Background: an optimization exercise with open tools, aiming at small area, a short achievable clock period and few clock cycles. Do not read the settings as production practice. Function was checked by simulation only, so behaviour that the tests miss may differ from the original. No activity file was given, so power comes from the tool's default toggle rates.

[design/flow/flow/run.sh]
#!/bin/bash
# The standard layout, with repair_timing aiming for setup slack of at least
# SETUP_SLACK_MARGIN at the design's clock period (the SDC is unchanged),
# and the port buffers made with buf_4 cells.
set -euo pipefail
bash standard.sh SETUP_SLACK_MARGIN=19.5 "BUFFER_PORTS_ARGS=-buffer_cell sky130_fd_sc_hd__buf_4" finish > make_finish.log 2>&1
[design/flow/standard.sh]
#!/bin/bash
# synth_recipe.tcl (not shown) runs the flow's synth.tcl, then flattens the netlist and writes it again
# the make line also repeats each setting of config.mk as NAME=value (left out here)
make -C /OpenROAD-flow-scripts/flow DESIGN_CONFIG=/design/flow/config.mk WORK_HOME=/design/flow/orfs CLKGATE_MAP_FILE= SYNTH_SCRIPT=/design/flow/synth_recipe.tcl "${@:-finish}"
[design/flow/config.mk]
export PLATFORM = sky130hd
export DESIGN_NAME = skc_top
export DESIGN_NICKNAME = skc_top
export VERILOG_FILES = /design/flow/design.v
export SDC_FILE = /design/flow/constraint.sdc
export NUM_CORES = 4
export LEC_CHECK = 0
export CAP_MARGIN = 20
export CELL_PAD_IN_SITES_DETAIL_PLACEMENT = 0
export CELL_PAD_IN_SITES_GLOBAL_PLACEMENT = 0
export CORE_MARGIN = 2
export CORE_UTILIZATION = 55
export CTS_BUF_LIST = sky130_fd_sc_hd__clkbuf_8
export PLACE_DENSITY = 0.65
export SLEW_MARGIN = 20
[design/flow/constraint.sdc]
create_clock -name core_clock -period 34.0 [get_ports {clk}]
set_input_delay 6.8000 -clock core_clock [delete_from_list [all_inputs] [get_ports {clk}]]
set_output_delay 6.8000 -clock core_clock [all_outputs]
set_load 0.01 [all_outputs]
[design/flow/design.v]
module skc_mod_step (
    input  wire [31:0] hv,
    input  wire [2:0]  d_ll,    
    input  wire [2:0]  d_b,     
    input  wire [2:0]  d_h,     
    output reg  [2:0]  r_nl,    
    output reg  [1:0]  r_bi,    
    output reg  [1:0]  r_hi     
);
    function [1:0] add3(input [1:0] a, input [1:0] b);
        case ({a, b})
            4'b00_00: add3 = 2'd0;
            4'b00_01: add3 = 2'd1;
            4'b00_10: add3 = 2'd2;
            4'b01_00: add3 = 2'd1;
            4'b01_01: add3 = 2'd2;
            4'b01_10: add3 = 2'd0;
            4'b10_00: add3 = 2'd2;
            4'b10_01: add3 = 2'd0;
            4'b10_10: add3 = 2'd1;
            default:  add3 = 2'd0;
        endcase
    endfunction
    function [1:0] mod3_4(input [3:0] x);
        case (x)
            4'd0, 4'd3, 4'd6, 4'd9, 4'd12, 4'd15: mod3_4 = 2'd0;
            4'd1, 4'd4, 4'd7, 4'd10, 4'd13:       mod3_4 = 2'd1;
            default:                              mod3_4 = 2'd2;
        endcase
    endfunction
    reg [1:0] t [0:7];
    reg [1:0] r3;
    integer i;
    always @(*) begin
        for (i = 0; i < 8; i = i + 1) t[i] = mod3_4(hv[4*i +: 4]);
        for (i = 0; i < 4; i = i + 1) t[i] = add3(t[2*i], t[2*i+1]);
        for (i = 0; i < 2; i = i + 1) t[i] = add3(t[2*i], t[2*i+1]);
        r3 = add3(t[0], t[1]);
    end
    reg [2:0] r6;
    always @(*) begin
        case ({hv[0], r3})
            3'b0_00: r6 = 3'd0;
            3'b1_01: r6 = 3'd1;
            3'b0_10: r6 = 3'd2;
            3'b1_00: r6 = 3'd3;
            3'b0_01: r6 = 3'd4;
            3'b1_10: r6 = 3'd5;
            default: r6 = 3'd0;
        endcase
    end
    function [1:0] small_mod(input [2:0] d);
        case (d)
            3'd2:    small_mod = {1'b0, hv[0]};
            3'd3:    small_mod = r3;
            3'd4:    small_mod = hv[1:0];
            default: small_mod = 2'd0;
        endcase
    endfunction
    always @(*) begin
        case (d_ll)
            3'd1:    r_nl = {2'b00, hv[0]};
            3'd2:    r_nl = {1'b0, hv[1:0]};
            3'd3:    r_nl = r6;
            default: r_nl = hv[2:0];
        endcase
        r_bi = small_mod(d_b);
        r_hi = small_mod(d_h);
    end
endmodule
module skc_thr_ge (
    input  wire        clk,
    input  wire        rst,
    input  wire        start,
    input  wire [15:0] a,
    input  wire [15:0] v,
    input  wire [63:0] thr,
    output wire        ge_fast,
    output wire        amb,
    output reg         busy,
    output reg         done,
    output wire        ge_slow
);
    wire [10:0] e_field = thr[62:52];
    wire        big     = (e_field > 11'd1038);                     
    wire        tiny    = (e_field < 11'd1007);                     
    wire [4:0]  sh      = 5'd30 - e_field[4:0] + 5'd16;             
    wire        v_zero  = (v == 16'd0);
    reg  [2:0]  cnt;
    reg  [8:0]  m;
    always @(*) begin
        case (cnt)
            3'd4:    m = {1'b0, thr[43:36]};
            3'd3:    m = thr[35:27];
            3'd2:    m = thr[26:18];
            3'd1:    m = thr[17:9];
            3'd0:    m = thr[8:0];
            default: m = 9'd0;
        endcase
        if (!busy)
            m = {1'b1, thr[51:44]};
    end
    wire [24:0] q       = v * m;
    wire [46:0] a_sh    = {31'd0, a} << sh;
    wire [47:0] d       = {1'b0, a_sh} - {16'd0, q, 7'd0};            
    wire        d_neg   = d[47];
    wire        le_lo   = d_neg || (d == 48'd0);
    wire        ge_hi   = !d_neg && (d[46:0] >= {24'd0, v, 7'd0});
    wire        exact   = v_zero || (thr[43:0] == 44'd0);
    assign amb     = !big && !tiny && !exact && !le_lo && !ge_hi;
    assign ge_fast = big  ? v_zero :
                     tiny ? (v_zero || (a != 16'd0)) :
                     exact ? !d_neg : ge_hi;
    reg  [22:0] d_r;
    reg  [59:0] acc;
    always @(posedge clk) begin
        if (rst) begin
            busy <= 1'b0;
            done <= 1'b0;
        end else begin
            done <= busy && (cnt == 3'd0);
            if (start) begin
                busy <= 1'b1;
                cnt  <= 3'd4;
                acc  <= 60'd0;
                d_r  <= d[22:0];
            end else if (busy) begin
                acc  <= {acc[50:0], 9'd0} + {35'd0, q};
                cnt  <= cnt - 3'd1;
                if (cnt == 3'd0)
                    busy <= 1'b0;
            end
        end
    end
    assign ge_slow = (d_r > acc[59:37]) || ((d_r == acc[59:37]) && (acc[36:0] == 37'd0));
endmodule
module skc_top (
    input  wire         clk,
    input  wire         rst,
    input  wire         csr_valid,
    input  wire         csr_write,
    input  wire [7:0]   csr_addr,
    input  wire [31:0]  csr_wdata,
    output wire         csr_ready,
    output reg  [31:0]  csr_rdata,
    input  wire         cmd_valid,
    output wire         cmd_ready,
    input  wire [63:0]  cmd_word,
    input  wire [31:0]  cmd_key,
    output wire         rsp_valid,
    input  wire         rsp_ready,
    output wire [3:0]   rsp_status,
    output wire [63:0]  rsp_est,
    output wire         hreq_valid,
    input  wire         hreq_ready,
    output wire [31:0]  hreq_key,
    output wire [7:0]   hreq_klen,
    output wire [7:0]   hreq_seed,
    input  wire         hrsp_valid,
    output wire         hrsp_ready,
    input  wire [31:0]  hrsp_value
);
    localparam L_MAX  = 4;
    localparam M_MAX  = 4;
    localparam LL_MAX = 4;
    localparam B_MAX  = 4;
    localparam H_MAX  = 4;
    localparam N8_MAX = 4;
    localparam N16_MAX = 2;
    localparam KEY_MAX_LEN = 4;
    localparam [3:0] ST_OK        = 4'h0;
    localparam [3:0] ST_OPCODE    = 4'h1;
    localparam [3:0] ST_RESERVED  = 4'h2;
    localparam [3:0] ST_NOT_CFG   = 4'h3;
    localparam [3:0] ST_ALR_CFG   = 4'h4;
    localparam [3:0] ST_CONFIG    = 4'h5;
    localparam [3:0] ST_KEY_LEN   = 4'h6;
    localparam [2:0] S_IDLE = 3'd0;    
    localparam [2:0] S_CFG  = 3'd1;    
    localparam [2:0] S_HASH = 3'd2;    
    localparam [2:0] S_WAIT = 3'd3;    
    localparam [2:0] S_FIN  = 3'd4;    
    localparam [2:0] S_RESP = 3'd5;    
    reg [31:0] cfg_l, cfg_m, cfg_ll, cfg_b, cfg_h, cfg_n8, cfg_n16, thr_lo, thr_hi;
    reg        configured;
    reg        cfg_lock;
    reg [3:0]  last_status;
    reg [2:0]  fsm;
    wire       thr_busy;           
    reg        is_insert;
    reg [2:0]  klen;
    reg [31:0] key;
    reg [31:0] count;
    reg [2:0]  req_cnt;
    reg [2:0]  rsp_cnt;
    reg [2:0]  nl_r [0:3];
    reg [1:0]  bi_r [0:3];
    reg [1:0]  hi_r;
    reg        hc_pend;
    reg [33:0] hc;             
    reg [15:0] v_last;
    reg [3:0]  rsp_status_r;
    reg        est_en;
    reg [3:0]  m_l;
    reg [7:0]  m8;
    reg [15:0] m16;
    reg [15:0] vmin;
    reg [1:0]  kmin;
    reg        mfound;
    reg [1:0]  midx;
    reg [15:0] mval;
    reg        ffound;
    reg [1:0]  fidx;
    reg [3:0]  nib   [0:L_MAX*2*LL_MAX-1];           
    reg [7:0]  c8    [0:M_MAX*8-1];                   
    reg [15:0] c16   [0:M_MAX*6-1];                   
    reg [2:0]  kls   [0:M_MAX*B_MAX-1];               
    reg [31:0] keyb  [0:M_MAX*B_MAX-1];
    reg [15:0] val   [0:M_MAX*B_MAX-1];
    reg [31:0] heavy [0:H_MAX-1];
    function [1:0] c8_b(input integer e);
        case (e)
            0: c8_b = 2'd0;  1, 2: c8_b = 2'd1;  3, 4: c8_b = 2'd2;  default: c8_b = 2'd3;
        endcase
    endfunction
    function [1:0] c8_s(input integer e);
        case (e)
            2, 6: c8_s = 2'd1;  4: c8_s = 2'd2;  7: c8_s = 2'd3;  default: c8_s = 2'd0;
        endcase
    endfunction
    function [1:0] c16_b(input integer e);
        case (e)
            0: c16_b = 2'd0;  1, 2: c16_b = 2'd1;  3: c16_b = 2'd2;  default: c16_b = 2'd3;
        endcase
    endfunction
    function c16_s(input integer e);
        c16_s = (e == 2) || (e == 5);
    endfunction
    wire [2:0] n_l   = cfg_l[2:0];
    wire [2:0] n_m   = cfg_m[2:0];
    wire [2:0] n_s   = (n_l > n_m) ? n_l : n_m;
    wire [63:0] thr  = {thr_hi, thr_lo};
    assign csr_ready = ~rst;
    wire   busy = (fsm != S_IDLE);
    always @(*) begin
        csr_rdata = 32'd0;
        if (csr_addr[1:0] == 2'b00) begin
            case (csr_addr[7:2])
                6'h00: csr_rdata = 32'h534B4331;
                6'h01: csr_rdata = {20'd0, last_status, 5'd0, cfg_lock, busy, configured};
                6'h02: csr_rdata = cfg_l;
                6'h03: csr_rdata = cfg_m;
                6'h04: csr_rdata = cfg_ll;
                6'h05: csr_rdata = cfg_b;
                6'h06: csr_rdata = cfg_h;
                6'h07: csr_rdata = cfg_n8;
                6'h08: csr_rdata = cfg_n16;
                6'h09: csr_rdata = thr_lo;
                6'h0A: csr_rdata = thr_hi;
                default: csr_rdata = 32'd0;
            endcase
        end
    end
    wire csr_wr = csr_valid && csr_write && !cfg_lock && (csr_addr[1:0] == 2'b00);
    assign cmd_ready = !rst && (fsm == S_IDLE) && !thr_busy;
    wire       accept = cmd_valid && cmd_ready;
    wire [3:0] opc    = cmd_word[3:0];
    wire [7:0] cklen  = cmd_word[15:8];
    wire       opc_ins = (opc == 4'h1);
    wire       opc_qry = (opc == 4'h2);
    wire       opc_cfg = (opc == 4'h3);
    wire       rsv_bad = (cmd_word[7:4] != 4'd0) || (cmd_word[31:16] != 16'd0) ||
                         ((opc_qry || opc_cfg) && (cmd_word[63:32] != 32'd0)) ||
                         (opc_cfg && (cklen != 8'd0));
    reg [3:0] dec_status;
    always @(*) begin
        if (!(opc_ins || opc_qry || opc_cfg))                 dec_status = ST_OPCODE;
        else if (rsv_bad)                                      dec_status = ST_RESERVED;
        else if ((opc_ins || opc_qry) && !configured)          dec_status = ST_NOT_CFG;
        else if (opc_cfg && configured)                        dec_status = ST_ALR_CFG;
        else if ((opc_ins || opc_qry) && ((cklen == 8'd0) || (cklen > KEY_MAX_LEN)))
                                                               dec_status = ST_KEY_LEN;
        else                                                   dec_status = ST_OK;
    end
    reg [31:0] cmd_key_masked;
    integer kb;
    always @(*) begin
        for (kb = 0; kb < 4; kb = kb + 1)
            cmd_key_masked[8*kb +: 8] = (kb < cklen) ? cmd_key[8*kb +: 8] : 8'd0;
    end
    wire thr_ok = (thr_hi[31] == 1'b0) && (thr_hi[30:20] != 11'h7FF) &&
                  ({thr_hi[30:0], thr_lo} != 63'd0);
    function in_range(input [31:0] r, input [2:0] mx);
        in_range = (r[31:3] == 29'd0) && (r[2:0] != 3'd0) && (r[2:0] <= mx);
    endfunction
    wire cfg_valid = in_range(cfg_l, L_MAX) && in_range(cfg_m, M_MAX) &&
                     in_range(cfg_ll, LL_MAX) && in_range(cfg_b, B_MAX) &&
                     in_range(cfg_h, H_MAX) && in_range(cfg_n8, N8_MAX) &&
                     in_range(cfg_n16, N16_MAX) && thr_ok;
    assign hreq_valid = !rst && (fsm == S_HASH) && (req_cnt < n_s);
    assign hreq_key   = key;
    assign hreq_klen  = {5'd0, klen};
    assign hreq_seed  = {5'd0, req_cnt};
    assign hrsp_ready = !rst && (fsm == S_HASH) && (rsp_cnt < n_s);
    wire   hreq_fire  = hreq_valid && hreq_ready;
    wire   hrsp_fire  = hrsp_valid && hrsp_ready;
    wire   last_rsp   = hrsp_fire && (rsp_cnt + 3'd1 == n_s);
    wire [2:0] nl_new;
    wire [1:0] bi_new, hi_new;
    skc_mod_step u_mod (.hv(hrsp_value), .d_ll(cfg_ll[2:0]), .d_b(cfg_b[2:0]), .d_h(cfg_h[2:0]),
                        .r_nl(nl_new), .r_bi(bi_new), .r_hi(hi_new));
    wire [1:0] aj = rsp_cnt[1:0];
    reg  [1:0] s8b  [0:3];        
    reg        s16b [0:3];        
    reg  [3:0]  l_nib [0:7];      
    reg  [7:0]  l_c8  [0:3];      
    reg  [15:0] l_c16 [0:3];
    reg  [2:0]  l_kls [0:3];
    reg  [31:0] l_key [0:3];
    reg  [15:0] l_val [0:3];
    integer j, b, e;
    always @(*) begin
        s8b[0] = 2'd0;
        s8b[1] = (cfg_n8[2:0] == 3'd1) ? 2'd0 : 2'd1;
        s8b[2] = (cfg_n8[2:0] <= 3'd2) ? 2'd0 : 2'd2;
        s8b[3] = (cfg_n8[2:0] == 3'd2) ? 2'd1 : (cfg_n8[2:0] == 3'd4) ? 2'd3 : 2'd0;
        for (b = 0; b < 4; b = b + 1)
            s16b[b] = (cfg_n16[1:0] == 2'd2) ? b[0] : 1'b0;
        for (b = 0; b < 8; b = b + 1)
            l_nib[b] = nib[aj*8 + b];
        for (b = 0; b < 4; b = b + 1) begin
            l_c8[b]  = 8'd0;
            for (e = 0; e < 8; e = e + 1)
                if (c8_b(e) == b[1:0] && c8_s(e) == s8b[b])
                    l_c8[b] = c8[aj*8 + e];
            l_c16[b] = 16'd0;
            for (e = 0; e < 6; e = e + 1)
                if (c16_b(e) == b[1:0] && c16_s(e) == s16b[b])
                    l_c16[b] = c16[aj*6 + e];
            l_kls[b] = kls[aj*4 + b];
            l_key[b] = keyb[aj*4 + b];
            l_val[b] = val[aj*4 + b];
        end
    end
    wire        a_lt  = (rsp_cnt < n_l);
    wire        a_mid = (rsp_cnt < n_m);
    wire [3:0]  a_lv  = l_nib[nl_new];
    wire [7:0]  a_v8  = l_c8[bi_new];
    wire [15:0] a_v16 = l_c16[bi_new];
    wire        a_occ = (l_kls[bi_new] != 3'd0);
    wire [15:0] a_val = l_val[bi_new];
    reg  [3:0]  l_eq;
    always @(*)
        for (b = 0; b < 4; b = b + 1)
            l_eq[b] = (l_kls[b] == klen) && (l_key[b] == key);
    wire        a_eq  = l_eq[bi_new];
    reg  [7:0]  l_ltl;
    reg  [3:0]  l_lt8, l_lt16, l_ltv;
    always @(*) begin
        for (b = 0; b < 8; b = b + 1)
            l_ltl[b] = (l_nib[b] < m_l);
        for (b = 0; b < 4; b = b + 1) begin
            l_lt8[b]  = (l_c8[b] < m8);
            l_lt16[b] = (l_c16[b] < m16);
            l_ltv[b]  = (l_val[b] < vmin);
        end
    end
    wire        a_ltl  = l_ltl[nl_new];
    wire        a_lt8  = l_lt8[bi_new];
    wire        a_lt16 = l_lt16[bi_new];
    wire        a_ltv  = l_ltv[bi_new];
    wire        n_mfound = mfound || (a_mid && a_eq);
    wire [15:0] n_mval   = mfound ? mval : a_val;
    wire        n_ffound = ffound || (a_mid && !a_occ);
    wire [15:0] n_m16    = (a_mid && a_lt16) ? a_v16 : m16;
    wire [15:0] v_next   = n_mfound ? n_mval : ((n_ffound && is_insert) ? 16'd0 : n_m16);
    reg [3:0]  cap_lv  [0:3];
    reg [7:0]  cap_v8  [0:3];
    reg [15:0] cap_v16 [0:3];
    wire        slot_ok = mfound || ffound;
    wire [1:0]  slot_f  = mfound ? midx : fidx;
    function [35:0] csa3(input [17:0] x, input [17:0] y, input [17:0] z);
        csa3 = {((x & y) | (x & z) | (y & z)), x ^ y ^ z};
    endfunction
    wire [35:0] s_cs    = csa3({14'd0, m_l}, {10'd0, m8}, {2'd0, v_last});
    wire [17:0] s_sum   = s_cs[17:0];
    wire [17:0] s_cy    = {s_cs[34:18], 1'b0};
    wire [4:0]  lo_a    = {1'b0, count[3:0]} + {1'b0, m_l};
    wire [9:0]  lo_x    = {1'b0, count[8:0]} + {6'd0, m_l} + {2'd0, m8};
    wire [35:0] y_cs    = csa3(count[17:0], s_sum, s_cy);
    wire [18:0] lo_y    = {1'b0, y_cs[17:0]} + {y_cs[35:18], 1'b0};
    wire        a_sat   = (count[31:4] != 28'd0) || (lo_a >= 5'd15);
    wire        x_sat   = (count[31:9] != 23'd0) || (lo_x >= 10'd269);
    wire        y_sat   = (count[31:18] != 14'd0) || (lo_y >= 19'd65803);
    wire [33:0] hs_sum  = {16'd0, s_sum};
    wire [33:0] hs_cy   = {16'd0, s_cy};
    wire [33:0] h_x     = hc ^ hs_sum ^ hs_cy;
    wire [33:0] h_c     = {((hc & hs_sum) | (hc & hs_cy) | (hs_sum & hs_cy)), 1'b0};
    wire [33:0] h_sum   = h_x + h_c;
    localparam [33:0] H_CAP = 34'hFFFFFFFF + 34'd65802;
    wire        h_sat   = (h_sum > H_CAP);
    wire [32:0] est_h   = h_sat ? H_CAP[32:0] : h_sum[32:0];
    wire [33:0] h_new_w = h_sum - 34'd65802;
    wire [31:0] heavy_new = h_sat ? 32'hFFFFFFFF : h_new_w[31:0];
    reg [32:0] est;
    always @(*) begin
        if (is_insert) begin
            if (!a_sat)      est = {28'd0, lo_a};
            else if (!x_sat) est = {23'd0, lo_x};
            else if (!y_sat) est = {14'd0, lo_y};
            else             est = est_h;
        end else begin
            if (m_l != 4'hF)             est = {29'd0, m_l};
            else if (m8 != 8'hFF)        est = {25'd0, m8} + 33'd14;
            else if (v_last != 16'hFFFF) est = {17'd0, v_last} + 33'd268;
            else                         est = est_h;
        end
    end
    wire [7:0]  c8_cand  = lo_x[7:0] - 8'd14;                       
    wire [15:0] y_m268   = lo_y[15:0] - 16'd268;
    wire [15:0] m16r     = y_sat ? 16'hFFFF : y_m268;               
    wire fin     = fin_q;              
    wire fin_ins = fin && is_insert;
    wire do_kv   = fin_ins && a_sat && x_sat && slot_ok;
    wire do_16   = fin_ins && a_sat && x_sat && !slot_ok;
    wire do_hv   = fin_ins && a_sat && x_sat && y_sat;
    reg        fin_q;
    always @(posedge clk)
        fin_q <= !rst && (((fsm == S_HASH) && last_rsp && (rsp_cnt != 3'd0)) || (fsm == S_WAIT));
    wire thr_gef, thr_amb, thr_done, thr_ges;
    skc_thr_ge u_thr (.clk(clk), .rst(rst), .start(do_16 && thr_amb), .a(m16r), .v(vmin), .thr(thr),
                      .ge_fast(thr_gef), .amb(thr_amb), .busy(thr_busy), .done(thr_done), .ge_slow(thr_ges));
    wire ev_wr    = (do_16 && !thr_amb) || thr_done;
    wire evict_ge = thr_done ? thr_ges : thr_gef;
    wire do_ev    = ev_wr && evict_ge;
    assign rsp_valid  = !rst && ((fsm == S_FIN) || (fsm == S_RESP));
    assign rsp_status = rsp_status_r;
    assign rsp_est    = {31'd0, est_en ? est : 33'd0};
    wire   rsp_fire   = rsp_valid && rsp_ready;
    always @(posedge clk) begin
        if (rst) begin
            cfg_l   <= 32'd0;
            cfg_m   <= 32'd0;
            cfg_ll  <= 32'd0;
            cfg_b   <= 32'd0;
            cfg_h   <= 32'd0;
            cfg_n8  <= 32'd0;
            cfg_n16 <= 32'd0;
            thr_lo  <= 32'd0;
            thr_hi  <= 32'h40000000;
            configured  <= 1'b0;
            cfg_lock    <= 1'b0;
            last_status <= 4'd0;
            fsm         <= S_IDLE;
        end else begin
            if (csr_wr) begin
                case (csr_addr[7:2])
                    6'h02: cfg_l   <= csr_wdata;
                    6'h03: cfg_m   <= csr_wdata;
                    6'h04: cfg_ll  <= csr_wdata;
                    6'h05: cfg_b   <= csr_wdata;
                    6'h06: cfg_h   <= csr_wdata;
                    6'h07: cfg_n8  <= csr_wdata;
                    6'h08: cfg_n16 <= csr_wdata;
                    6'h09: thr_lo  <= csr_wdata;
                    6'h0A: thr_hi  <= csr_wdata;
                    default: ;
                endcase
            end
            case (fsm)
                S_IDLE: begin
                    if (accept) begin
                        is_insert <= opc_ins;
                        klen      <= cklen[2:0];
                        key       <= cmd_key_masked;
                        count     <= cmd_word[63:32];
                        req_cnt   <= 3'd0;
                        rsp_cnt   <= 3'd0;
                        est_en    <= 1'b0;
                        m_l       <= 4'hF;
                        m8        <= 8'hFF;
                        m16       <= 16'hFFFF;
                        mfound    <= 1'b0;
                        ffound    <= 1'b0;
                        if (opc_cfg)
                            cfg_lock <= 1'b1;
                        if (dec_status != ST_OK) begin
                            rsp_status_r <= dec_status;
                            fsm <= S_RESP;
                        end else if (opc_cfg) begin
                            fsm <= S_CFG;
                        end else begin
                            rsp_status_r <= ST_OK;
                            fsm <= S_HASH;
                        end
                    end
                end
                S_CFG: begin
                    if (cfg_valid) begin
                        configured   <= 1'b1;
                        rsp_status_r <= ST_OK;
                    end else begin
                        rsp_status_r <= ST_CONFIG;
                    end
                    fsm <= S_RESP;
                end
                S_HASH: begin
                    if (hreq_fire)
                        req_cnt <= req_cnt + 3'd1;
                    if (hrsp_fire) begin
                        rsp_cnt <= rsp_cnt + 3'd1;
                        nl_r[aj]    <= nl_new;
                        bi_r[aj]    <= bi_new;
                        cap_lv[aj]  <= a_lv;
                        cap_v8[aj]  <= a_v8;
                        cap_v16[aj] <= a_v16;
                        if (rsp_cnt == 3'd0)
                            hi_r <= hi_new;
                        v_last <= v_next;
                        if (a_lt && a_ltl)
                            m_l <= a_lv;
                        if (a_mid) begin
                            if (a_lt8)  m8  <= a_v8;
                            if (a_lt16) m16 <= a_v16;
                            if (rsp_cnt == 3'd0 || a_ltv) begin
                                vmin <= a_val;
                                kmin <= aj;
                            end
                            if (!mfound && a_occ && a_eq) begin
                                mfound <= 1'b1;
                                midx   <= aj;
                                mval   <= a_val;
                            end
                            if (!ffound && !a_occ) begin
                                ffound <= 1'b1;
                                fidx   <= aj;
                            end
                        end
                        if (last_rsp) begin
                            est_en <= 1'b1;
                            fsm <= (rsp_cnt == 3'd0) ? S_WAIT : S_FIN;
                        end
                    end
                end
                S_WAIT: fsm <= S_FIN;
                S_FIN: begin
                    if (rsp_ready) begin
                        last_status <= rsp_status_r;
                        cfg_lock    <= configured;
                        fsm <= S_IDLE;
                    end else begin
                        fsm <= S_RESP;
                    end
                end
                S_RESP: begin
                    if (rsp_ready) begin
                        last_status <= rsp_status_r;
                        cfg_lock    <= configured;
                        fsm <= S_IDLE;
                    end
                end
                default: fsm <= S_IDLE;
            endcase
        end
    end
    always @(posedge clk) begin
        hc_pend <= (fsm == S_HASH) && hrsp_fire && (rsp_cnt == 3'd0);
        if (hc_pend)
            hc <= {2'd0, heavy[hi_r]} + (is_insert ? {2'd0, count} : 34'h3FFFFFFFD);
    end
    wire clr = !rst && (fsm == S_CFG) && cfg_valid;
    wire [3:0]  wd_nib = (a_sat ? 4'hF : lo_a[3:0]) & {4{~clr}};
    wire [7:0]  wd_c8  = (x_sat ? 8'hFF : c8_cand) & {8{~clr}};
    wire [2:0]  wd_kls = klen & {3{~clr}};
    wire [31:0] wd_key = key & {32{~clr}};
    wire [15:0] wd_val = m16r & {16{~clr}};
    wire [31:0] wd_hv  = heavy_new & {32{~clr}};
    reg  [15:0] wd_c16 [0:3];
    reg  [15:0] st4;
    reg  [16:0] ad;
    always @(*)
        for (j = 0; j < 4; j = j + 1) begin
            st4 = (cap_v16[j] < m16r) ? m16r : cap_v16[j];
            ad  = {1'b0, st4} + {1'b0, vmin};
            wd_c16[j] = (!evict_ge ? st4 : (ad[16] ? 16'hFFFF : ad[15:0])) & {16{~clr}};
        end
    integer n;
    always @(posedge clk) begin
        for (j = 0; j < 4; j = j + 1) begin
            for (n = 0; n < 8; n = n + 1)
                if (clr || (fin_ins && (j < n_l) && (nl_r[j] == n) && (a_sat || (cap_lv[j] < lo_a[3:0]))))
                    nib[j*8 + n] <= wd_nib;
            for (n = 0; n < 8; n = n + 1)
                if (clr || (fin_ins && a_sat && (j < n_m) && (bi_r[j] == c8_b(n)) && (s8b[c8_b(n)] == c8_s(n)) &&
                            (x_sat || (cap_v8[j] < c8_cand))))
                    c8[j*8 + n] <= wd_c8;
            for (n = 0; n < 6; n = n + 1)
                if (clr || (ev_wr && (j < n_m) && (bi_r[j] == c16_b(n)) && (s16b[c16_b(n)] == c16_s(n))))
                    c16[j*6 + n] <= wd_c16[j];
            for (n = 0; n < 4; n = n + 1)
                if (clr || ((bi_r[j] == n) && ((do_kv && (slot_f == j)) || (do_ev && (kmin == j))))) begin
                    kls [j*4 + n] <= wd_kls;
                    keyb[j*4 + n] <= wd_key;
                    val [j*4 + n] <= wd_val;
                end
        end
        for (n = 0; n < 4; n = n + 1)
            if (clr || (do_hv && (hi_r == n)))
                heavy[n] <= wd_hv;
    end
endmodule
==> parameters.txt, run 1 <==
Parameter                              Value

Worst setup path
  Crit path capture type    output pin
  Largest fanout on the critical path    8
  Reg-to-reg startpoint    m_l[1]
  Data required time at the worst endpoint    roughly 27 ns
  CP Class    in2out
  Critical Path Sink    csr_rdata[2]
  Internal reg-to-reg setup slack    ~20 ns
  Data arrival time of the worst path    ~8.4 ns
  Worst setup path startpoint    csr_addr[2]
  Critical Path Source Type    input port
  Worst reg2reg path depth    46
  Reg2Reg Capture Point    keyb[14][18]

Synth
  Top cells by instance count after synthesis    sky130_fd_sc_hd__edfxtp_1 (2128), sky130_fd_sc_hd__nand2_1 (1200), sky130_fd_sc_hd__a21oi_1 (1180), sky130_fd_sc_hd__nor2_1 (683), sky130_fd_sc_hd__ha_1 (615)
  Leading cell type by number of instances after synthesis    sky130_fd_sc_hd__edfxtp_1
  Summed instance area of the synthesized netlist    about 130000 sq um
  Most area-consuming cells after synthesis    sky130_fd_sc_hd__edfxtp_1 (49%), sky130_fd_sc_hd__ha_1 (5.9%), sky130_fd_sc_hd__dfxtp_1 (4.6%)
  Synthesis-stage register bit count    around 2400
  Number of distinct standard cells referenced by the synthesized netlist    110
  Gate count of the mapped netlist    around 12000
  Post-synth ARST share    0%
  Share of the synthesized area in the top cell type    around half
  Post-synthesis area per instance    around 11 sq um
  Number of synthesis warnings    20
  Number of enable-type register cells in the synthesized netlist    2128
  Yosys top cell by area    sky130_fd_sc_hd__edfxtp_1
  Commonest register cell after synthesis    sky130_fd_sc_hd__edfxtp_1
  Sequential cell area fraction in the yosys report    53.9%

Route
  Length of the first detailed-routing pass in iterations    7
  Via density    a little under 7
  Remaining antenna violation count after routing    0
  Number of design-rule violations left by the first detailed-router iteration    around 15000
  Routed wire length    just under 500000 um
  Post-DR wirelength/cell    roughly 31 um
  Post-route DRC    0
  Vias after detailed routing    around 110k

Layout
  Post-Route Utilization    between 60 and 70%
  Post-synthesis to final-layout area growth    13.5%
  Final standard cell count with taps included and fillers excluded    about 16000
  Final std cell area, no fill    147000 sq um
  Share of cells above drive strength 1    between 10 and 15%
  Layout fillers    roughly 19000
  Net count reported at finish    approximately 13000

Global routing
  GRT Overall Usage    between 30% and 40%
  Sum of overflow across all layers after global routing    0
  Via count of the first global-routing pass    roughly 100k
  Initial antenna violation count    17
  First-pass GRT wire length    around 700000 um
  Pin count of the biggest net entering global routing    110

Clock tree
  Count of hold buffers inserted by post-cts repair    0
  CTS HTree Levels    5
  Root buf cell    sky130_fd_sc_hd__clkbuf_8
  Number of buffers added by the clock tree synthesis step    between 400 and 500
  Number of buffers between clock root and the deepest sink    4
  Clock tree from TritonCTS    done
  CTS clk-pin slew, worst paths    0.07 ns
  Source-to-sink clock delay at the later pin of the worst-skew pair    1.19 ns
  Clock sink total    2428

Floorplanning
  Effective utilization at floorplan    55.2%
  FP Rows    about 180
  Area of the die    240000 sq um
  Die outline width    490 um
  Top-level port count    around 330
  Vertical extent of the die    between 400 and 500 um
  Total core area    approximately 230000 sq um

STA
  Setup violations, final    0
  Worst Setup Slack, final    ~19 ns
  TNS Setup    0 ns
  Worst slew margin relative to its limit    roughly an eighth
  Max Slew Vio Count    0
  Fin. Hold Viols    0
  Final critical path time including I/O delays and setup    15.19 ns
  Worst setup skew after layout    between 0.15 and 0.2 ns
  Worst Tran Pin Value    about 1.3 ns
  Fmax    ~66 MHz
  Unrepaired setup endpoints after global routing    true
  Final critical-path share of the clock period    about 45%

Power
  Maximum VDD drop    43.1 uV
  Power per unit of standard cell area    48.8 nW/um^2
  Cell leakage power    between 50 and 60 nW

Place
  Last weighted congestion value of the routability-driven placer    ~1.0
  Placed cell areas    136000 sq um
  Cell count after placement    around 15000
  Worst setup slack before clock tree synthesis    about 17 ns
  HPWL after DPL    ~330000 um
  Number of port buffers    around 290

Status
  Status  timing/DRC/antenna clean

Worst hold path
  Worst Hold Class    reg2reg
  Number of stages on the worst hold path    2

Job
  Max capacitance violation total    0
metal layers:
layer	vias up	wire length [um]	global-route usage, %
met1	51400	187000	54.0
met4	14	26300	18.4
met2	7276	215000	60.2
met5	-	125	0.101
li1	45000	-	-
met3	1427	60400	10.0
kinds of logic (layout without fill, tap and decap cells):
family                     count (synthesis)  after routing  share of synthesized area, %
muxes                                    244            244                          2.57
AOI/OAI and AO/OA                       3361           3363                          17.2
buffers and inverters                   1257           1910                          3.82
and+or+nand+nor                         3174           3180                          11.5
other                                      1             55                       0.00289
DFF                                     2428           2428                          53.9
xor gates and xnor gates                 451            451                          3.05
adders and majority gates                747            747                          7.97
final cells by class:
| class | instances | area (sq um) | share of cell area, % |
|---|---|---|---|
| Tap cell | 3150 | 3940 | 2.68 |
| Sequential cell | 2428 | 69900 | 47.5 |
| Clock buffer | 435 | 5990 | 4.07 |
| Inverter | 500 | 1910 | 1.30 |
| Clock inverter | 280 | 1660 | 1.13 |
| Antenna cell | 13 | 32.5 | 0.0221 |
| Timing Repair Buffer | 695 | 6240 | 4.24 |
| Multi-Input combinational cell | 8027 | 57400 | 39.0 |
flip-flops by register name, indices dropped and copies added, names as in the netlist, 60 cells and up:
name	count
heavy	128
u_thr.acc	60
c8	256
val	256
c16	384
keyb	512
nib	128
cap_v16	64
layout by cell type, fill, tap and decap left out, types with 130 or more instances in the layout:
cell / n
sky130_fd_sc_hd__edfxtp_1: 2128
sky130_fd_sc_hd__nand2_1: 1186
sky130_fd_sc_hd__a21oi_1: 1119
sky130_fd_sc_hd__nor2_1: 650
sky130_fd_sc_hd__ha_1: 606
sky130_fd_sc_hd__buf_4: 596
sky130_fd_sc_hd__inv_1: 589
sky130_fd_sc_hd__clkbuf_8: 436
sky130_fd_sc_hd__a22oi_1: 426
sky130_fd_sc_hd__o21ai_0: 381
sky130_fd_sc_hd__xnor2_1: 336
sky130_fd_sc_hd__a221oi_1: 304
sky130_fd_sc_hd__dfxtp_1: 298
sky130_fd_sc_hd__nand3_1: 212
sky130_fd_sc_hd__nor4_1: 179
sky130_fd_sc_hd__nand2b_1: 158
sky130_fd_sc_hd__nor3_1: 151
sky130_fd_sc_hd__a21o_1: 147
sky130_fd_sc_hd__nand4_1: 142
sky130_fd_sc_hd__fa_1: 130
how the worst min path moves through the flow:
stage,from,to,slack [ns]
2_1_floorplan,cfg_ll[28],cfg_ll[28],0.44
3_3_place_gp,cfg_n16[25],cfg_n16[25],0.48
3_5_place_dp,cfg_n16[26],cfg_n16[26],0.47
4_1_cts,cfg_n16[26],cfg_n16[26],0.48
5_1_grt,cfg_n16[26],cfg_n16[26],0.51
6_report,cfg_n16[26],cfg_n16[26],0.49
through the flow:
stage          hold WS (ns)  total power (W)
2_1_floorplan         0.439          0.00418
3_3_place_gp          0.475          0.00464
3_5_place_dp          0.469          0.00466
4_1_cts               0.485          0.00716
5_1_grt               0.505          0.00740
6_report              0.490          0.00718
repair_timing:
item,4_1_cts,5_1_grt
pin swaps,50,64
cloned,22,2
setup endpoints to repair,75,1688
buffers inserted,79,45
resized for setup,171,178
report_power, final:
| group | switching, W | leakage [nW] | total [W] | internal, W |
|---|---|---|---|---|
| sequential | 0.0000339 | 19.2 | 0.00330 | 0.00327 |
| combinational | 0.000912 | 26.7 | 0.00137 | 0.000457 |
| clock | 0.00121 | 4.31 | 0.00251 | 0.00131 |
| total | 0.00215 | 50.2 | 0.00718 | 0.00503 |
critical path, stage by stage:
cell,delay (ns)
sky130_fd_sc_hd__buf_16,0.13
sky130_fd_sc_hd__buf_16,0.14
sky130_fd_sc_hd__and2_4,0.21
sky130_fd_sc_hd__o21ai_4,0.21
sky130_fd_sc_hd__buf_6,0.13
sky130_fd_sc_hd__nand3_4,0.11
sky130_fd_sc_hd__buf_12,0.22
sky130_fd_sc_hd__a31oi_4,0.25
sky130_fd_sc_hd__buf_4,0.17
Testbench counts, summed over its fixed seeds: cycles 56,000.
==> run 2: changes to the inputs <==
--- a/design/flow/design.v
+++ b/design/flow/design.v
@@ -243,22 +243,22 @@
     assign csr_ready = ~rst;
     wire   busy = (fsm != S_IDLE);
+    wire [31:0] csr_val [0:10];
+    assign csr_val[0]  = 32'h534B4331;
+    assign csr_val[1]  = {20'd0, last_status, 5'd0, cfg_lock, busy, configured};
+    assign csr_val[2]  = cfg_l;
+    assign csr_val[3]  = cfg_m;
+    assign csr_val[4]  = cfg_ll;
+    assign csr_val[5]  = cfg_b;
+    assign csr_val[6]  = cfg_h;
+    assign csr_val[7]  = cfg_n8;
+    assign csr_val[8]  = cfg_n16;
+    assign csr_val[9]  = thr_lo;
+    assign csr_val[10] = thr_hi;
+    integer ci;
     always @(*) begin
         csr_rdata = 32'd0;
-        if (csr_addr[1:0] == 2'b00) begin
-            case (csr_addr[7:2])
-                6'h00: csr_rdata = 32'h534B4331;
-                6'h01: csr_rdata = {20'd0, last_status, 5'd0, cfg_lock, busy, configured};
-                6'h02: csr_rdata = cfg_l;
-                6'h03: csr_rdata = cfg_m;
-                6'h04: csr_rdata = cfg_ll;
-                6'h05: csr_rdata = cfg_b;
-                6'h06: csr_rdata = cfg_h;
-                6'h07: csr_rdata = cfg_n8;
-                6'h08: csr_rdata = cfg_n16;
-                6'h09: csr_rdata = thr_lo;
-                6'h0A: csr_rdata = thr_hi;
-                default: csr_rdata = 32'd0;
-            endcase
-        end
+        for (ci = 0; ci < 11; ci = ci + 1)
+            if (csr_addr == ci * 4)
+                csr_rdata = csr_rdata | csr_val[ci];
     end
     wire csr_wr = csr_valid && csr_write && !cfg_lock && (csr_addr[1:0] == 2'b00);
==> run 2 against run 1 <==
Highest routed layer unchanged. Non-clock buffer count down 58. Still clean. Via count shrank 1.3%. Core utilization fell by 0.75 points. Total power fell by 6.4%. Sequential share of layout area rose by 1.1 points. Critical path type unchanged. Worst setup slack got worse by 0.056 ns. Synthesized cell count down 2.2%. Critical endpoint is now csr_rdata[17]. Largest power group unchanged. Die area shrank 1.1%.
==> parameters.txt, run 2 <==
Parameter                              Value

Status
  Status  timing/DRC/antenna clean

Route
  Routed wire length    roughly 470000 um
  Number of design-rule violations left by the first detailed-router iteration    between 15000 and 20000
  Post-route DRC    0
  Post-DR wirelength/cell    approximately 31 um
  Length of the first detailed-routing pass in iterations    13
  Via density    around 7
  Vias after detailed routing    ~100k
  Remaining antenna violation count after routing    0

Worst setup path
  Critical Path Source Type    input port
  CP Class    in2out
  Data required time at the worst endpoint    27.20 ns
  Crit path capture type    output pin
  Data arrival time of the worst path    roughly 8.5 ns
  Reg-to-reg startpoint    m8[1]
  Largest fanout on the critical path    8
  Worst setup path startpoint    csr_addr[0]

STA
  Fmax    roughly 66 MHz
  Worst slew margin relative to its limit    between 10 and 15%
  TNS Setup    0 ns
  Max Slew Vio Count    0
  Worst Tran Pin Value    1.27 ns
  Final-layout worst hold slack    between 0.4 and 0.5 ns
  Fin. Hold Viols    0
  Unrepaired setup endpoints after global routing    true
  Worst setup skew after layout    about 0.13 ns
  Final critical path time including I/O delays and setup    approximately 15 ns
  Setup violations, final    0
  Final critical-path share of the clock period    44.8%

Place
  Number of port buffers    ~290
  Placed cell areas    roughly 130000 sq um
  Last weighted congestion value of the routability-driven placer    just over 1
  HPWL after DPL    between 300000 and 400000 um

Global routing
  Sum of overflow across all layers after global routing    0
  GRT Overall Usage    approximately two fifths
  First-pass GRT wire length    675000 um
  Initial antenna violation count    33
  Pin count of the biggest net entering global routing    between 100 and 150
  Via count of the first global-routing pass    roughly 100000

Floorplanning
  Total core area    232000 sq um
  Die outline width    487 um
  FP Rows    between 150 and 200
  Vertical extent of the die    about 490 um
  Area of the die    237000 sq um
  Top-level port count    ~330
  Effective utilization at floorplan    a little under three fifths

Synth
  Number of distinct standard cells referenced by the synthesized netlist    roughly 110
  Post-synth ARST share    0%
  Summed instance area of the synthesized netlist    about 130000 sq um
  Gate count of the mapped netlist    between 10000 and 15000
  Most area-consuming cells after synthesis    sky130_fd_sc_hd__edfxtp_1 (50%), sky130_fd_sc_hd__ha_1 (6.0%), sky130_fd_sc_hd__dfxtp_1 (4.7%)
  Leading cell type by number of instances after synthesis    sky130_fd_sc_hd__edfxtp_1
  Number of enable-type register cells in the synthesized netlist    2128
  Sequential cell area fraction in the yosys report    54.5%
  Post-synthesis area per instance    ~11 sq um
  Top cells by instance count after synthesis    sky130_fd_sc_hd__edfxtp_1 (2128), sky130_fd_sc_hd__nand2_1 (1093), sky130_fd_sc_hd__a21oi_1 (958), sky130_fd_sc_hd__nor2_1 (771), sky130_fd_sc_hd__ha_1 (615)
  Commonest register cell after synthesis    sky130_fd_sc_hd__edfxtp_1
  Share of the synthesized area in the top cell type    approximately 50%
  Synthesis-stage register bit count    around 2400
  Yosys top cell by area    sky130_fd_sc_hd__edfxtp_1
  Number of synthesis warnings    20

Layout
  Net count reported at finish    12700
  Layout fillers    roughly 19000
  Final std cell area, no fill    144000 sq um
  Area taken by flip-flops and latches    69900 sq um
  Share of cells above drive strength 1    13.5%
  Post-Route Utilization    approximately three fifths
  Largest regs    keyb (512), c16 (384)
  Area used by multi-input combinational logic    ~55000 sq um
  Most flops, register    keyb
  Post-synthesis to final-layout area growth    12.1%
  Leading cell types in the layout, fill and taps excluded    sky130_fd_sc_hd__edfxtp_1 (2128), sky130_fd_sc_hd__nand2_1 (1082), sky130_fd_sc_hd__a21oi_1 (940), sky130_fd_sc_hd__nor2_1 (739), sky130_fd_sc_hd__ha_1 (607)
  Max reg flops    roughly 500
  Commonest non-fill, non-tap cell in the layout    sky130_fd_sc_hd__edfxtp_1

Clock tree
  Clock sink total    roughly 2400
  Root buf cell    sky130_fd_sc_hd__clkbuf_8
  Number of buffers added by the clock tree synthesis step    409
  CTS HTree Levels    5
  Clock tree from TritonCTS    done
  Count of hold buffers inserted by post-cts repair    0
  Source-to-sink clock delay at the later pin of the worst-skew pair    1.16 ns
  Number of buffers between clock root and the deepest sink    4
  CTS clk-pin slew, worst paths    0.07 ns

Worst hold path
  Launch instance of the worst min-delay path    cfg_h[28]
  Worst Hold Class    reg2reg

Power
  Power Total    about 0.0067 W
  Power per unit of standard cell area    ~47 nW/um^2
  Cell leakage power    49.0 nW
  Maximum VDD drop    roughly 43 uV

Job
  Max capacitance violation total    0
## run 2: metal layers
| metal | global-route usage, % | up-vias | share of wire [%] |
|---|---|---|---|
| li1 | - | 44100 | - |
| met1 | 53.9 | 50800 | 39 |
| met2 | 57.2 | 7344 | 43 |
| met3 | 10.2 | 1436 | 13 |
| met4 | 17.1 | 26 | 5.1 |
| met5 | 0 | - | 0.038 |
## run 2: cell type report
type | instances | area share, %
Sequential cell | 2428 | 48.6
Multi-Input combinational cell | 7835 | 38.6
Clock buffer | 422 | 4.04
Timing Repair Buffer | 637 | 3.73
Tap cell | 3043 | 2.65
Inverter | 455 | 1.21
Clock inverter | 300 | 1.14
Antenna cell | 20 | 0.0348
## run 2: path summary, 6_finish.rpt
kind	to	slack, ns	depth (start not counted)
min	cfg_h[28]	0.48	2
max reg2reg	val[7][8]	20.23	51
min reg2reg	cfg_h[28]	0.48	2
max	csr_rdata[17]	18.75	8
## run 2: logic make-up (layout without fill, tap and decap cells)
| logic type | after synthesis | count (layout) | synth area share [%] |
|---|---|---|---|
| AOI/OAI and AO/OA | 3337 | 3339 | 17.5 |
| and+or+nand+nor | 3069 | 3076 | 11.2 |
| DFF | 2428 | 2428 | 54.5 |
| buffers and inverters | 1198 | 1814 | 3.71 |
| adders and majority gates | 747 | 747 | 8.06 |
| xor gates and xnor gates | 443 | 443 | 3.03 |
| muxes | 188 | 188 | 2.03 |
| other | 1 | 62 | 0.00293 |
## run 2: through the flow
step / setup slack [ns] / cells
2_1_floorplan: 19.22 / 11500
3_3_place_gp: 18.07 / 14300
3_5_place_dp: 18.14 / 14300
4_1_cts: 18.81 / 15100
5_1_grt: 18.78 / 15100
6_report: 18.75 / 15100
## run 2: power breakdown
group | switching (W) | internal, W | total (W)
Sequential | 0.0000341 | 0.00326 | 0.00329
Clock | 0.00122 | 0.00125 | 0.00247
Combinational | 0.000640 | 0.000323 | 0.000963
Total | 0.00189 | 0.00483 | 0.00672
## run 2: timing repair
item                       4_1_cts  5_1_grt
pin swaps                       36       25
buffers inserted                56       32
setup endpoints to repair      636     1003
gates cloned                    10        4
resized for setup               60       68
## run 2: worst max-delay path: stages
cell and delay, ns:
sky130_fd_sc_hd__buf_6 0.10, sky130_fd_sc_hd__or4_4 0.62, sky130_fd_sc_hd__buf_12 0.18, sky130_fd_sc_hd__nor2_4 0.15, sky130_fd_sc_hd__buf_12 0.17, sky130_fd_sc_hd__a21oi_1 0.08, sky130_fd_sc_hd__nand3_1 0.19, sky130_fd_sc_hd__buf_4 0.15
Testbench counts of run 2, summed over its fixed seeds: cycles 56,000.
==> run 3: changes to the inputs <==
--- a/design/flow/design.v
+++ b/design/flow/design.v
@@ -80,5 +80,5 @@
     output reg         busy,
     output reg         done,
-    output wire        ge_slow
+    output reg         ge_slow
 );
     wire [10:0] e_field = thr[62:52];
@@ -87,19 +87,5 @@
     wire [4:0]  sh      = 5'd30 - e_field[4:0] + 5'd16;             
     wire        v_zero  = (v == 16'd0);
-    reg  [2:0]  cnt;
-    reg  [8:0]  m;
-    always @(*) begin
-        case (cnt)
-            3'd4:    m = {1'b0, thr[43:36]};
-            3'd3:    m = thr[35:27];
-            3'd2:    m = thr[26:18];
-            3'd1:    m = thr[17:9];
-            3'd0:    m = thr[8:0];
-            default: m = 9'd0;
-        endcase
-        if (!busy)
-            m = {1'b1, thr[51:44]};
-    end
-    wire [24:0] q       = v * m;
+    wire [24:0] q       = v * {1'b1, thr[51:44]};                   
     wire [46:0] a_sh    = {31'd0, a} << sh;
     wire [47:0] d       = {1'b0, a_sh} - {16'd0, q, 7'd0};            
@@ -112,6 +98,9 @@
                      tiny ? (v_zero || (a != 16'd0)) :
                      exact ? !d_neg : ge_hi;
-    reg  [22:0] d_r;
-    reg  [59:0] acc;
+    reg  [24:0] h;                  
+    reg  [5:0]  bit_i;              
+    wire [24:0] h_next = {h[23:0], 1'b0} - (thr[bit_i] ? {2'd0, v, 7'd0} : 25'd0);
+    wire        h_neg  = h_next[24];
+    wire        h_big  = !h_neg && (h_next[23:0] >= {1'b0, v, 7'd0});
     always @(posedge clk) begin
         if (rst) begin
@@ -119,19 +108,20 @@
             done <= 1'b0;
         end else begin
-            done <= busy && (cnt == 3'd0);
+            done <= 1'b0;
             if (start) begin
-                busy <= 1'b1;
-                cnt  <= 3'd4;
-                acc  <= 60'd0;
-                d_r  <= d[22:0];
+                busy  <= 1'b1;
+                h     <= {2'd0, d[22:0]};
+                bit_i <= 6'd43;
             end else if (busy) begin
-                acc  <= {acc[50:0], 9'd0} + {35'd0, q};
-                cnt  <= cnt - 3'd1;
-                if (cnt == 3'd0)
-                    busy <= 1'b0;
+                h     <= h_next;
+                bit_i <= bit_i - 6'd1;
+                if (h_neg || h_big || (bit_i == 6'd0)) begin
+                    busy    <= 1'b0;
+                    done    <= 1'b1;
+                    ge_slow <= !h_neg;
+                end
             end
         end
     end
-    assign ge_slow = (d_r > acc[59:37]) || ((d_r == acc[59:37]) && (acc[36:0] == 37'd0));
 endmodule
 module skc_top (
==> run 3 against run 2 <==
Maximum frequency is 0.46% lower. Synthesized area is 1.8% lower. Sequential share of layout area is 0.36 points lower. Synthesized cell count is 2.6% lower. Non-clock buffer count is 4 lower. Cell area is 1.6% lower. Via count is 3.2% lower. Clock power hardly changed. Hold slack worse by 0.0059 ns. Die area is 1.8% lower.
==> parameters.txt, run 3 <==
Parameter                              Value

Status
  Status  timing/DRC/antenna clean

Synth
  Gate count of the mapped netlist    11100
  Top cells by instance count after synthesis    sky130_fd_sc_hd__edfxtp_1 (2073), sky130_fd_sc_hd__nand2_1 (1179), sky130_fd_sc_hd__a21oi_1 (950), sky130_fd_sc_hd__ha_1 (605), sky130_fd_sc_hd__a22oi_1 (593)
  Number of distinct standard cells referenced by the synthesized netlist    between 100 and 150
  Yosys top cell by area    sky130_fd_sc_hd__edfxtp_1
  Summed instance area of the synthesized netlist    about 130000 sq um
  Post-synth ARST share    0%
  Post-synthesis area per instance    11.3 sq um
  Sequential cell area fraction in the yosys report    a little over half
  Share of the synthesized area in the top cell type    49.4%
  Commonest register cell after synthesis    sky130_fd_sc_hd__edfxtp_1
  Number of synthesis warnings    20
  Synthesis-stage register bit count    2373
  Most area-consuming cells after synthesis    sky130_fd_sc_hd__edfxtp_1 (49%), sky130_fd_sc_hd__ha_1 (6.0%), sky130_fd_sc_hd__dfxtp_1 (4.8%)
  Number of enable-type register cells in the synthesized netlist    2073
  Leading cell type by number of instances after synthesis    sky130_fd_sc_hd__edfxtp_1

STA
  Worst Tran Pin Value    between 1 and 1.5 ns
  Final critical path time including I/O delays and setup    approximately 15 ns
  Setup violations, final    0
  Final-layout worst hold slack    about 0.48 ns
  Max Slew Vio Count    0
  Fin. Hold Viols    0
  TNS Setup    0 ns
  Worst slew margin relative to its limit    19.4%
  Final critical-path share of the clock period    45.1%
  Fmax    roughly 65 MHz
  Unrepaired setup endpoints after global routing    true
  Worst setup skew after layout    between 0.15 and 0.2 ns

Clock tree
  Number of buffers added by the clock tree synthesis step    between 400 and 500
  CTS clk-pin slew, worst paths    0.06 ns
  CTS HTree Levels    5
  Clock tree from TritonCTS    done
  Clock sink total    between 2000 and 2500
  Count of hold buffers inserted by post-cts repair    0
  Source-to-sink clock delay at the later pin of the worst-skew pair    around 1.2 ns
  Number of buffers between clock root and the deepest sink    4
  Root buf cell    sky130_fd_sc_hd__clkbuf_8

Global routing
  Routing usage on met1    between 50% and 60%
  First-pass GRT wire length    665000 um
  Global routing met3 resource utilization    under 10%
  Initial antenna violation count    16
  Met2 Track Usage GR    between 50% and 60%
  Pin count of the biggest net entering global routing    around 130
  GRT Overall Usage    roughly two fifths
  Via count of the first global-routing pass    slightly below 100k
  Sum of overflow across all layers after global routing    0
  Most used routing layer    met2

Layout
  Max reg flops    between 500 and 600
  Largest regs    keyb (512), c16 (384)
  Leading cell types in the layout, fill and taps excluded    sky130_fd_sc_hd__edfxtp_1 (2073), sky130_fd_sc_hd__nand2_1 (1167), sky130_fd_sc_hd__a21oi_1 (930), sky130_fd_sc_hd__ha_1 (596), sky130_fd_sc_hd__a22oi_1 (588)
  Final standard cell count with taps included and fillers excluded    14800
  Share of cells above drive strength 1    13.5%
  Layout fillers    18100
  Net count reported at finish    ~12000
  Post-synthesis to final-layout area growth    12.3%
  Commonest non-fill, non-tap cell in the layout    sky130_fd_sc_hd__edfxtp_1
  Most flops, register    keyb

Place
  Cell count after placement    between 10000 and 15000
  HPWL after DPL    306000 um
  Number of port buffers    about 290
  Last weighted congestion value of the routability-driven placer    ~1

Power
  Proportion of power drawn by combinational gates    15.3%
  Cell internal power dissipation    roughly 0.0048 W
  Clock power frac    roughly 37%
  Switching power    0.00191 W
  Power per unit of standard cell area    about 47 nW/um^2
  Cell leakage power    just over 50 nW
  Power Total    between 0.006 and 0.007 W
  Switching part of the total    between 20% and 30%
  Sequential cell fraction of total power    48.2%
  Maximum VDD drop    41.2 uV

Floorplanning
  Area of the die    around 230000 sq um
  Die outline width    between 400 and 500 um
  Effective utilization at floorplan    about 55%
  FP Rows    between 150 and 200
  Vertical extent of the die    slightly below 500 um
  Top-level port count    between 300 and 400
  Total core area    227000 sq um

Worst setup path
  Crit path capture type    output pin
  Data required time at the worst endpoint    between 20 and 30 ns
  CP top delay family    simple AND/OR/NAND/NOR gates
  CP max stage cell    sky130_fd_sc_hd__nor2_4
  Critical Path Source Type    input port
  Critical Path, Cell by Cell    buf_4, nor2_2, nand3b_1, buf_4, nor2_4, buf_12, a22o_1, a221oi_2, nand3_1, buf_6
  Most numerous cell on the critical path    sky130_fd_sc_hd__buf_4
  CP Class    in2out
  Data arrival time of the worst path    around 8.5 ns
  Largest fanout on the critical path    17
  Buf/Inv on CP    4
  Slowest Stage Delay on Critical Path    around 0.23 ns

Route
  Post-route DRC    0
  Vias after detailed routing    around 100k
  Remaining antenna violation count after routing    0
  Routed wire length    roughly 470000 um
  Post-DR wirelength/cell    around 32 um
  Via density    approximately 6.8
  Number of design-rule violations left by the first detailed-router iteration    roughly 15000
  Length of the first detailed-routing pass in iterations    10

Worst hold path
  Worst Hold Class    reg2reg

Job
  Max capacitance violation total    0
## run 3: cell types whose count changed after synthesis, moves of 19 or more
| cell | before | now |
|---|---|---|
| sky130_fd_sc_hd__o21bai_1 | 73 | 126 |
| sky130_fd_sc_hd__a221oi_1 | 166 | 133 |
| sky130_fd_sc_hd__inv_1 | 453 | 419 |
| sky130_fd_sc_hd__edfxtp_1 | 2128 | 2073 |
| sky130_fd_sc_hd__nor2b_1 | 117 | 157 |
| sky130_fd_sc_hd__nor2_1 | 771 | 509 |
| sky130_fd_sc_hd__nand2_1 | 1093 | 1179 |
| sky130_fd_sc_hd__o21ai_0 | 393 | 420 |
| sky130_fd_sc_hd__o22ai_1 | 106 | 41 |
| sky130_fd_sc_hd__nand3_1 | 233 | 210 |
| sky130_fd_sc_hd__a31oi_1 | 207 | 226 |
| sky130_fd_sc_hd__and2_1 | 87 | 121 |
| sky130_fd_sc_hd__mux2i_1 | 65 | 138 |
## run 3: timing repair
action / CTS / global route
endpoints found under the hold margin: 0 / 0
setup endpoints to repair: 70 / 392
gates resized for setup: 89 / 97
cloned: 13 / 4
setup buffers: 53 / 34
pin swaps: 50 / 51
## run 3: cell families after synthesis
logic type | synth area share (%)
XOR/XNOR | 2.90
multiplexers | 3.03
AND/OR/NAND/NOR | 10.8
adder cells (fa/ha/maj) | 8.11
other | 0.00298
AO/OA/AOI/OAI | 17.3
buffers and inverters | 3.69
flip-flops | 54.2
## run 3: path summary, 6_finish.rpt
kind               start       endpoint  slack (ns)  cells after the start
min             cfg_b[6]       cfg_b[6]        0.48                      2
min reg2reg     cfg_b[6]       cfg_b[6]        0.48                      2
max reg2reg       m_l[1]     val[1][15]       20.12                     45
max          csr_addr[1]  csr_rdata[19]       18.68                     10
## run 3: power groups by stage
stage / logic, W / registers, W / clock network, W
4_1_cts: 0.000988 / 0.00323 / 0.00245
3_5_place_dp: 0.000975 / 0.00329 / 0
6_report: 0.00102 / 0.00323 / 0.00244
5_1_grt: 0.00108 / 0.00323 / 0.00257
2_1_floorplan: 0.000622 / 0.00326 / 0
3_3_place_gp: 0.000961 / 0.00329 / 0
## run 3: area by class of cell
class / instances / area (sq um) / area share, %
timing repair buffer: 633 / 5540 / 3.92
antenna: 7 / 17.5 / 0.0124
sequential: 2373 / 68300 / 48.3
clock inverter: 291 / 1680 / 1.19
clock buffer: 415 / 5710 / 4.04
inverter: 425 / 1610 / 1.14
multi-input combinational: 7624 / 54800 / 38.8
tap: 3009 / 3760 / 2.66
## run 3: stage by stage
step	cell area [sq um]	setup slack [ns]	util (%)
6_report	141000	18.68	62.1
5_1_grt	141000	18.69	62.1
4_1_cts	141000	18.78	61.8
3_5_place_dp	132000	18.04	58.0
3_3_place_gp	132000	17.95	58.0
2_1_floorplan	126000	19.05	-
## run 3: worst min-delay path: stages (launching register included)
cell and delay (ns):
sky130_fd_sc_hd__dfxtp_1 0.32, sky130_fd_sc_hd__nand2_1 0.06, sky130_fd_sc_hd__a21oi_1 0.05
## run 3: per-layer routing
metal | wire [um] | part of all wire, % | up-vias
li1 | - | - | 42900
met1 | 179000 | 38 | 49300
met2 | 208000 | 45 | 6709
met3 | 55800 | 12 | 1441
met4 | 24500 | 5.2 | 10
met5 | 61 | 0.013 | -
Testbench counts of run 3, summed over its fixed seeds: cycles 56,000.
==> run 4: changes to the inputs <==
==> design/flow/config.mk (replaced) <==
export PLATFORM = sky130hd
export DESIGN_NAME = skc_top
export DESIGN_NICKNAME = skc_top
export VERILOG_FILES = /design/flow/design.v
export SDC_FILE = /design/flow/constraint.sdc
export NUM_CORES = 4
export LEC_CHECK = 0
export CAP_MARGIN = 10
export CELL_PAD_IN_SITES_DETAIL_PLACEMENT = 0
export CELL_PAD_IN_SITES_GLOBAL_PLACEMENT = 0
export CORE_MARGIN = 2
export CORE_UTILIZATION = 55
export CTS_BUF_LIST = sky130_fd_sc_hd__clkbuf_16
export CTS_CLUSTER_DIAMETER = 80
export CTS_CLUSTER_SIZE = 20
export PLACE_DENSITY = 0.65
export SLEW_MARGIN = 10
==> run 4 against run 3 <==
Maximum frequency hardly changed. Via count is 1.8% lower. First-iteration DRC count is 3.0% lower. Global-route usage is 0.41 points lower. Die area stayed put. Sequential power hardly changed. Largest power group unchanged. Worst setup slack better by 0.0093 ns. Critical path type unchanged.
==> parameters.txt, run 4 <==
Parameter                              Value

STA
  Unrepaired setup endpoints after global routing    true
  Worst Setup Slack, final    approximately 19 ns
  Worst setup skew after layout    around 0.077 ns
  Final critical path time including I/O delays and setup    about 15 ns
  Fin. Hold Viols    0
  Worst Tran Pin Value    roughly 1.2 ns
  Max Slew Vio Count    0
  Setup violations, final    0
  Final critical-path share of the clock period    45.0%
  Worst slew margin relative to its limit    17.8%
  TNS Setup    0 ns
  Fmax    around 65 MHz
  Final-layout worst hold slack    ~0.48 ns

Floorplanning
  FP Rows    175
  Effective utilization at floorplan    a little under three fifths
  Vertical extent of the die    roughly 480 um
  Top-level port count    329
  Area of the die    233000 sq um
  Die outline width    483 um
  Total core area    approximately 230000 sq um

Clock tree
  Source-to-sink clock delay at the later pin of the worst-skew pair    ~0.87 ns
  Clock tree from TritonCTS    done
  Clock sink total    around 2400
  CTS HTree Levels    4
  Number of buffers added by the clock tree synthesis step    between 150 and 200
  CTS clk-pin slew, worst paths    0.08 ns
  Number of buffers between clock root and the deepest sink    3
  Root buf cell    sky130_fd_sc_hd__clkbuf_16
  Count of hold buffers inserted by post-cts repair    0

Worst setup path
  Critical Path, Cell by Cell    buf_8, or4b_4, buf_12, nor2_4, buf_4, a21oi_1, nand3_1, buf_4
  Worst reg2reg path depth    between 40 and 50
  Buf/Inv on CP    4
  Internal reg-to-reg setup slack    20.29 ns
  Worst path depth    8
  Critical Path Source Type    input port
  Slowest Stage Delay on Critical Path    between 0.6 and 0.7 ns
  Worst setup path startpoint    csr_addr[7]
  Crit path capture type    output pin
  CP max stage cell    sky130_fd_sc_hd__or4b_4
  CP top delay family    simple AND/OR/NAND/NOR gates
  CP Class    in2out
  Reg-to-reg startpoint    m8[0]
  Largest fanout on the critical path    5
  Most numerous cell on the critical path    sky130_fd_sc_hd__buf_4
  Reg2Reg Capture Point    keyb[5][19]
  Data required time at the worst endpoint    between 20 and 30 ns
  Data arrival time of the worst path    ~8.5 ns
  Critical Path Sink    csr_rdata[30]

Synth
  Share of the synthesized area in the top cell type    about half
  Sequential cell area fraction in the yosys report    a little over half
  Post-synth ARST share    0%
  Synthesis-stage register bit count    about 2400
  Number of enable-type register cells in the synthesized netlist    approximately 2100
  Gate count of the mapped netlist    11100
  Yosys top cell by area    sky130_fd_sc_hd__edfxtp_1
  Post-synthesis area per instance    roughly 11 sq um
  Summed instance area of the synthesized netlist    126000 sq um
  Number of synthesis warnings    20
  Leading cell type by number of instances after synthesis    sky130_fd_sc_hd__edfxtp_1
  Top cells by instance count after synthesis    sky130_fd_sc_hd__edfxtp_1 (2073), sky130_fd_sc_hd__nand2_1 (1179), sky130_fd_sc_hd__a21oi_1 (950), sky130_fd_sc_hd__ha_1 (605), sky130_fd_sc_hd__a22oi_1 (593)
  Most area-consuming cells after synthesis    sky130_fd_sc_hd__edfxtp_1 (49%), sky130_fd_sc_hd__ha_1 (6.0%), sky130_fd_sc_hd__dfxtp_1 (4.8%)
  Commonest register cell after synthesis    sky130_fd_sc_hd__edfxtp_1
  Number of distinct standard cells referenced by the synthesized netlist    between 100 and 150

Power
  Power per unit of standard cell area    between 40 and 50 nW/um^2
  Maximum VDD drop    50.3 uV
  Cell leakage power    between 40 and 50 nW

Layout
  Final std cell area, no fill    roughly 140000 sq um
  Most flops, register    keyb
  Largest regs    keyb (512), c16 (384)
  Share of cells above drive strength 1    roughly 11%
  Post-Route Utilization    60.8%
  Net count reported at finish    about 12000
  Max reg flops    about 510
  Commonest non-fill, non-tap cell in the layout    sky130_fd_sc_hd__edfxtp_1
  Leading cell types in the layout, fill and taps excluded    sky130_fd_sc_hd__edfxtp_1 (2073), sky130_fd_sc_hd__nand2_1 (1168), sky130_fd_sc_hd__a21oi_1 (936), sky130_fd_sc_hd__ha_1 (596), sky130_fd_sc_hd__a22oi_1 (591)
  Post-synthesis to final-layout area growth    9.85%

Global routing
  First-pass GRT wire length    657000 um
  Pin count of the biggest net entering global routing    about 130
  Via count of the first global-routing pass    about 94000
  GRT Overall Usage    38.6%
  Initial antenna violation count    21
  Sum of overflow across all layers after global routing    0

Route
  Remaining antenna violation count after routing    0
  Routed wire length    ~460000 um
  Vias after detailed routing    98600
  Via density    between 6 and 7
  Post-route DRC    0
  Number of design-rule violations left by the first detailed-router iteration    ~14000
  Post-DR wirelength/cell    ~32 um
  Length of the first detailed-routing pass in iterations    7

Job
  Max capacitance violation total    0

Place
  HPWL after DPL    ~300000 um
  Number of port buffers    roughly 290
  Placed cell areas    about 130000 sq um
  Last weighted congestion value of the routability-driven placer    roughly 1.0
  Worst setup slack before clock tree synthesis    roughly 18 ns

Worst hold path
  Worst Hold Class    reg2reg

Status
  Status  timing/DRC/antenna clean
## run 4: cell counts after synthesis
Identical to the previous run, type by type.
## run 4: routing by layer
| layer | global-route usage, % | routed length [um] | up-vias |
|---|---|---|---|
| met4 | 16.5 | 23200 | 24 |
| li1 | - | - | 42200 |
| met1 | 52.3 | 177000 | 48700 |
| met5 | 0 | 158 | - |
| met2 | 59.6 | 206000 | 6508 |
| met3 | 9.15 | 54100 | 1209 |
## run 4: layout make-up
type	count	area [sq um]
Clock inverter	79	961
Antenna cell	9	22.5
Timing Repair Buffer	635	5420
Fill cell	18200	89200
Clock buffer	151	3780
Multi-Input combinational cell	7624	54500
Inverter	425	1610
Tap cell	3009	3760
Sequential cell	2373	68300
## run 4: stage by stage
step | std cells | total power (W)
floorplan | 11200 | 0.00388
global placement | 14000 | 0.00425
detailed placement | 14000 | 0.00426
CTS | 14300 | 0.00615
global route | 14300 | 0.00634
finish | 14300 | 0.00617
## run 4: repair_timing
action,in CTS,in global routing
pin swaps,28,42
resized for setup,71,39
setup endpoints to repair,69,801
buffers inserted,55,36
gates cloned,12,3
## run 4: cell families (layout without fill, tap and decap cells)
logic type | Yosys count | after routing | share of synthesized area, %
other | 1 | 51 | 0.00298
muxes | 285 | 285 | 3.03
buffers and inverters | 1166 | 1290 | 3.69
DFF | 2373 | 2373 | 54.2
adders and majority gates | 737 | 737 | 8.11
xor gates and xnor gates | 415 | 415 | 2.90
AOI/OAI and AO/OA | 3261 | 3261 | 17.3
and+or+nand+nor | 2881 | 2884 | 10.8
## run 4: worst register-to-register path: cells and delay by family (launching register included)
kind | cells | cell delay (ns)
AND/OR/NAND/NOR | 8 | 2.00
AO/OA/AOI/OAI | 25 | 6.77
buffers and inverters | 5 | 1.54
flip-flops | 1 | 0.59
adder cells (fa/ha/maj) | 6 | 2.27
XOR/XNOR | 1 | 0.16
## run 4: worst min path at each step
stage,startpoint,endpoint,slack [ns],depth (start not counted)
floorplan,last_status[0],last_status[0],0.44,2
global placement,cfg_m[13],cfg_m[13],0.46,2
detailed placement,cfg_m[28],cfg_m[28],0.46,2
CTS,cfg_m[28],cfg_m[28],0.48,2
global route,cfg_h[13],cfg_h[13],0.50,2
finish,cfg_n8[31],cfg_n8[31],0.48,2
## run 4: report_power, final
part / internal (W) / total, W / switching (W)
combinational: 0.000337 / 0.00102 / 0.000681
clock: 0.000877 / 0.00193 / 0.00105
sequential: 0.00318 / 0.00322 / 0.0000380

[what the ideal ports hide]
Ports are ideal in the flow. The routed layouts listed here were re-timed in OpenROAD. Step 1 (the two cells are an assumption about what drives the block):
set clk [get_ports {clk}]
set_driving_cell -lib_cell sky130_fd_sc_hd__clkbuf_16 $clk
set_driving_cell -lib_cell sky130_fd_sc_hd__buf_2 [delete_from_list [all_inputs] $clk]
Step 2 also shifts input and output timing later by t, the mid clock arrival at the registers, as if the neighbouring blocks saw the same clock. a / b / c = no drivers / after step 1 / after step 2; a / b = the first two.
run | t (ns) | setup slack, ns | worst register clock-pin slew, ns | pins driven straight from the clock port
run 1 | 1.203 | 18.809 / 18.668 / 18.668 | 0.07 / 0.07 | 1
run 2 | 1.190 | 18.753 / 18.720 / 18.720 | 0.07 / 0.07 | 1
run 3 | 1.185 | 18.682 / 18.659 / 18.659 | 0.08 / 0.08 | 1
run 4 | 0.938 | 18.692 / 18.651 / 18.651 | 0.10 / 0.10 | 1
After both steps every run listed still meets setup and hold. The setup slack of run 1, which loses most, moves by -0.141 ns with the drivers and by -0.141 ns with both steps.
